From an optimization exercise on the open Yosys and OpenROAD flow, aimed at small area, a short achievable clock period and few clock cycles; shortcuts taken in it are not production practice. In this exercise RTL edits were held to simulation tests only and were not proved equivalent to the original. Power and IR drop assume default switching activity.

==> flow/design.v (excerpt) <==
module rledec (
    input  wire        clk,
    input  wire        rst,           
    input  wire        reg_we,
    input  wire [7:0]  reg_addr,      
    input  wire [31:0] reg_wdata,
    output reg  [31:0] reg_rdata,
    output wire        irq,
    output wire        src_req,
    output wire [11:0] src_addr,
    input  wire        src_ack,
    input  wire [7:0]  src_rdata,
    output wire        fb_req,
    output wire [11:0] fb_addr,
    output wire [7:0]  fb_wdata,
    input  wire        fb_ack
);
For scale: about 4,500 cells after synthesis, about 730 flip-flops.
make LEC_CHECK=0 CAP_MARGIN=20 CORE_MARGIN=2 CORE_UTILIZATION=50 SETUP_SLACK_MARGIN=5 SLEW_MARGIN=20 finish   # period 12.0 ns
run.sh (not shown) runs the stock make flow with config.mk's settings and CLKGATE_MAP_FILE= SYNTH_SCRIPT=/design/flow/synth_recipe.tcl, a recipe that flattens the netlist after the stock synthesis.
The first run produced a clean layout.
Testbench counts at the start, summed over its fixed seeds: cycles 119,687.
Edit:
==> flow/flow/run.sh (new file) <==
#!/bin/bash
set -euo pipefail
export BUFFER_PORTS_ARGS="-buffer_cell sky130_fd_sc_hd__buf_4"
export SETUP_SLACK_MARGIN=6
bash standard.sh > standard_flow.log 2>&1
==> flow/standard.sh (new file) <==
#!/bin/bash
# synth_recipe.tcl (not shown) runs the flow's synth.tcl, then flattens the netlist and writes it again
# the make line also repeats each setting of config.mk as NAME=value (left out here)
make -C /OpenROAD-flow-scripts/flow DESIGN_CONFIG=/design/flow/config.mk WORK_HOME=/design/flow/orfs CLKGATE_MAP_FILE= SYNTH_SCRIPT=/design/flow/synth_recipe.tcl "${@:-finish}"
CORE_UTILIZATION = 40   (was 50)
SETUP_SLACK_MARGIN = default   (was 5)
removed: flow/run.sh
Synthesized cell count stays the same. Power went up slightly. Routed wire length goes up by a few percent.

== P ==
rledec again, from the RTL that the note above started with.
Settings: LEC_CHECK=0, CAP_MARGIN=20, CORE_MARGIN=2, CORE_UTILIZATION=40, GPL_TIMING_DRIVEN=1, SETUP_SLACK_MARGIN=5, SLEW_MARGIN=20; clock period 12.0 ns.
Stock flow here: none of the scripts above is used.
Testbench counts of P, summed over its fixed seeds: cycles 119,687.
Inputs modified between P and Q:
Settings: TNS_END_PERCENT now 10, previously not set; GPL_TIMING_DRIVEN no longer set, was 1.
## What came out
On fill cell instance count of the final layout, P and Q are neck and neck.
Number of cells in the finished layout apart from fillers was higher in P than in Q.
Relative to P, Q improves cell area.
Between P and Q, the difference in insertion delay to the later sink of the worst-skew pair is negligible.
Sort P and Q by post-route clock period utilization, descending, and Q comes first.
Result for P and Q: all clean
Comparing Q against P, there is no change at all in total CTS buffers.
[compare] base=P new=Q: post-route total power held steady, setup slack shrank by 300 ps, wire length on met3 shrank by 1.8%, wire length shrank by about 1.3%, worst setup slack for register-to-register paths shrank by 70 ps.
Here is what was changed in the inputs of R compared with Q.
Settings: setting CTS_CLUSTER_DIAMETER to 80 for the first time; setting CTS_BUF_LIST to sky130_fd_sc_hd__clkbuf_16 for the first time; removing TNS_END_PERCENT (formerly 10); setting CTS_CLUSTER_SIZE to 20 for the first time.
## What came out
Looking at detailed-route wire length on metal 1, R sits below Q.
R against Q; wire length of the first global-routing pass is down slightly.
Minimum setup slack among reg-to-reg paths: R > Q
Of R and Q, it is R that has the higher number of gates resized after CTS.
Comparing R and Q, the higher clock tree cell share of total cell area is on Q.
Q → R: maximum frequency rose by 0.0010 GHz, multi-input combinational cell area rose by about 0.6%.
Input changes introduced in S (baseline for comparison: R):
Settings: CTS_CLUSTER_SIZE now 14, was 20; CTS_BUF_LIST now sky130_fd_sc_hd__clkbuf_8 sky130_fd_sc_hd__clkbuf_16, was sky130_fd_sc_hd__clkbuf_16; CTS_CLUSTER_DIAMETER now 60, was 80.
Notes after the runs:
- Proportion of synthesized area in mux cells came out exactly the same in R and S.
- Re maximum clock frequency: R and S aren't equal, and the higher value belongs to S.
- The setup slack of S is larger than that of R.
- Changes observed in S relative to R: clock network power rose by about 40%; detail-routed via count per cell stayed essentially flat; total design power rose by 0.78 mW.
- Taking R as the reference, in S design area went up, DRC marker count from the first detailed-route iteration went up.

rledec, a different RTL version from the one above (not shown whole).
Size in the first run: roughly 5,300 cells after synthesis, ~120 I/O pins, roughly 45,000 um^2 of cells after synthesis.
export LEC_CHECK = 0
export CAP_MARGIN = 20
export CORE_MARGIN = 2
export CORE_UTILIZATION = 40
export SETUP_SLACK_MARGIN = 5
export SLEW_MARGIN = 20
create_clock -name core_clock -period 12.0 [get_ports {clk}]
The first run completed without violations.
Testbench counts at the start, summed over its fixed seeds: cycles 119,605.
Edit:
==> flow/flow/run.sh (new file) <==
#!/bin/bash
# The standard layout, with the port buffers made from buf_4 cells instead of the
# default (a slow delay buffer), so that paths through the ports are not slowed.
set -euo pipefail
export BUFFER_PORTS_ARGS="-buffer_cell sky130_fd_sc_hd__buf_4"
bash standard.sh > standard_flow.log 2>&1
==> flow/standard.sh (new file) <==
#!/bin/bash
# synth_recipe.tcl (not shown) runs the flow's synth.tcl, then flattens the netlist and writes it again
# the make line also repeats each setting of config.mk as NAME=value (left out here)
make -C /OpenROAD-flow-scripts/flow DESIGN_CONFIG=/design/flow/config.mk WORK_HOME=/design/flow/orfs CLKGATE_MAP_FILE= SYNTH_SCRIPT=/design/flow/synth_recipe.tcl "${@:-finish}"
--- a/flow/config.mk
+++ b/flow/config.mk
@@ -9,4 +9,4 @@
 export CORE_MARGIN = 2
 export CORE_UTILIZATION = 40
-export SETUP_SLACK_MARGIN = 5
+export SETUP_SLACK_MARGIN = 3
 export SLEW_MARGIN = 20
removed: flow/run.sh
Cell count decreases by 1.1%.
Power is higher by 1.8%.
First-iteration DRC count is lower by 4.3%.
Sequential share of layout area rose by 1.0 points.
Final area went down by 3.0%.
Via count shrinks by 2.0%.
Flip-flop and latch count is unchanged.
Combinational power went down by 12%.
Area after synthesis stays the same.
Worst setup slack degrades by 1.3 ns.
Edit:
==> flow/run.sh (new file) <==
#!/bin/bash
# synth_recipe.tcl (not shown) runs the flow's synth.tcl, then flattens the netlist and writes it again
# the make line also repeats each setting of config.mk as NAME=value (left out here)
make -C /OpenROAD-flow-scripts/flow DESIGN_CONFIG=/design/flow/config.mk WORK_HOME=/design/flow/orfs CLKGATE_MAP_FILE= SYNTH_SCRIPT=/design/flow/synth_recipe.tcl finish
removed: flow/flow/run.sh
removed: flow/standard.sh
What happened: The new run finished clean; clock power came out lower by a few percent; power drops by a few percent; routed wire length went up slightly; area after synthesis is unchanged; critical path depth goes up by 1; non-clock buffer count goes up by 14; count of clock-buffer cells in the layout increases by 11; final area rises slightly; via count is about the same; maximum frequency is lower by a few percent; worst setup slack got worse by 0.62 ns.

Setup of run 1:
rledec with an RTL version that a note above also has.
For scale: roughly 4,500 cells after synthesis, about 730 flip-flops, ~120 I/O pins.
==> flow/config.mk <==
export PLATFORM = sky130hd
export DESIGN_NAME = rledec
export DESIGN_NICKNAME = rledec
export VERILOG_FILES = /design/flow/design.v
export SDC_FILE = /design/flow/constraint.sdc
export NUM_CORES = 4
export LEC_CHECK = 0
export CAP_MARGIN = 20
export CORE_MARGIN = 2
export CORE_UTILIZATION = 40
export CTS_BUF_LIST = sky130_fd_sc_hd__clkbuf_16
export CTS_CLUSTER_DIAMETER = 80
export CTS_CLUSTER_SIZE = 20
export SETUP_SLACK_MARGIN = 5
export SLEW_MARGIN = 20
==> flow/constraint.sdc <==
create_clock -name core_clock -period 12.0 [get_ports {clk}]
set_input_delay 2.4000 -clock core_clock [delete_from_list [all_inputs] [get_ports {clk}]]
set_output_delay 2.4000 -clock core_clock [all_outputs]
set_load 0.01 [all_outputs]
standard.sh (not shown) runs the stock make flow with config.mk's settings and CLKGATE_MAP_FILE= SYNTH_SCRIPT=/design/flow/synth_recipe.tcl, a recipe that flattens the netlist after the stock synthesis.
==> flow/flow/run.sh <==
#!/bin/bash
# The standard layout, with the port buffers made from buf_4 cells instead of the
# default (a slow delay buffer), so that paths through the ports are not slowed.
set -euo pipefail
export BUFFER_PORTS_ARGS="-buffer_cell sky130_fd_sc_hd__buf_4"
bash standard.sh > standard_flow.log 2>&1
Testbench counts of run 1, summed over its fixed seeds: cycles 119,687.
#### Input delta (run 2 over run 1)
# run 1
export LEC_CHECK = 0
export CAP_MARGIN = 20
export CORE_MARGIN = 2
export CORE_UTILIZATION = 40
export CTS_BUF_LIST = sky130_fd_sc_hd__clkbuf_16
export CTS_CLUSTER_DIAMETER = 80
export CTS_CLUSTER_SIZE = 20
export SETUP_SLACK_MARGIN = 5
export SLEW_MARGIN = 20
create_clock -name core_clock -period 12.0 [get_ports {clk}]
# run 2
export LEC_CHECK = 0
export CAP_MARGIN = 20
export CORE_MARGIN = 2
export CORE_UTILIZATION = 40
export SETUP_SLACK_MARGIN = 5
export SLEW_MARGIN = 20
create_clock -name core_clock -period 12.0 [get_ports {clk}]
==> flow/run.sh (new file) <==
#!/bin/bash
# synth_recipe.tcl (not shown) runs the flow's synth.tcl, then flattens the netlist and writes it again
# the make line also repeats each setting of config.mk as NAME=value (left out here)
make -C /OpenROAD-flow-scripts/flow DESIGN_CONFIG=/design/flow/config.mk WORK_HOME=/design/flow/orfs CLKGATE_MAP_FILE= SYNTH_SCRIPT=/design/flow/synth_recipe.tcl finish
removed: flow/flow/run.sh
removed: flow/standard.sh
Results
Proportion of power drawn by combinational gates: higher on run 1
Endpoint of the worst setup timing path: reg_rdata[6] -> run 1, reg_rdata[3] -> run 2
| power consumed by the clock network | run 2 vs run 1 | worse |
Relative to run 1, power increased by 0.92 mW in run 2.
Compared with run 1, in run 2 routed via count grew by 748; reported net switching power grew by 0.16 mW.
Total global routing track utilization: lower on run 1

==> what the ideal ports hide <==
No port has a modelled driver above. Below, the same layouts with a new extraction and two added sets of constraints.
Step 1: set_driving_cell puts a clkbuf_16 on clk and a buf_2 on each other input, an assumption about the parent block.
Step 2 also shifts input and output timing later by t, the mid clock arrival at the registers, as if the neighbouring blocks saw the same clock.
a / b / c = no drivers / after step 1 / after step 2; a / b = the first two.
| run | t, ns | setup slack, ns | worst setup path at the end | clock arrival spread, ns | worst register clock-pin slew, ns |
|---|---|---|---|---|---|
| the first run of note 1 | 0.736 | 4.973 / 4.754 / 4.754 | input to output | 0.041 / 0.040 | 0.07 / 0.07 |
| the second run of note 1 | 0.764 | 5.097 / 4.899 / 4.899 | input to output | 0.043 / 0.043 | 0.07 / 0.07 |
| P | 0.744 | 4.940 / 4.720 / 4.720 | input to output | 0.028 / 0.028 | 0.07 / 0.07 |
| Q | 0.744 | 4.637 / 4.408 / 4.408 | input to output | 0.023 / 0.023 | 0.06 / 0.06 |
| R | 0.748 | 4.693 / 4.606 / 4.606 | input to output | 0.057 / 0.057 | 0.10 / 0.10 |
| S | 0.762 | 4.998 / 4.786 / 4.784 | input to register | 0.043 / 0.042 | 0.07 / 0.07 |
| the first run of note 3 | 0.748 | 4.919 / 4.731 / 4.731 | input to output | 0.043 / 0.043 | 0.06 / 0.06 |
| the second run of note 3 | 0.754 | 3.584 / 3.559 / 3.559 | input to output | 0.058 / 0.058 | 0.07 / 0.07 |
| the third run of note 3 | 0.746 | 2.965 / 2.885 / 2.885 | input to output | 0.047 / 0.047 | 0.07 / 0.07 |
| run 1 | 0.752 | 4.934 / 4.718 / 4.718 | input to output | 0.051 / 0.051 | 0.09 / 0.09 |
| run 2 | 0.744 | 4.940 / 4.720 / 4.720 | input to output | 0.028 / 0.028 | 0.07 / 0.07 |
After both steps setup and hold are still met in every run listed. For Q, which loses most, drivers alone change the setup slack by -0.229 ns; drivers and shift together by -0.229 ns.
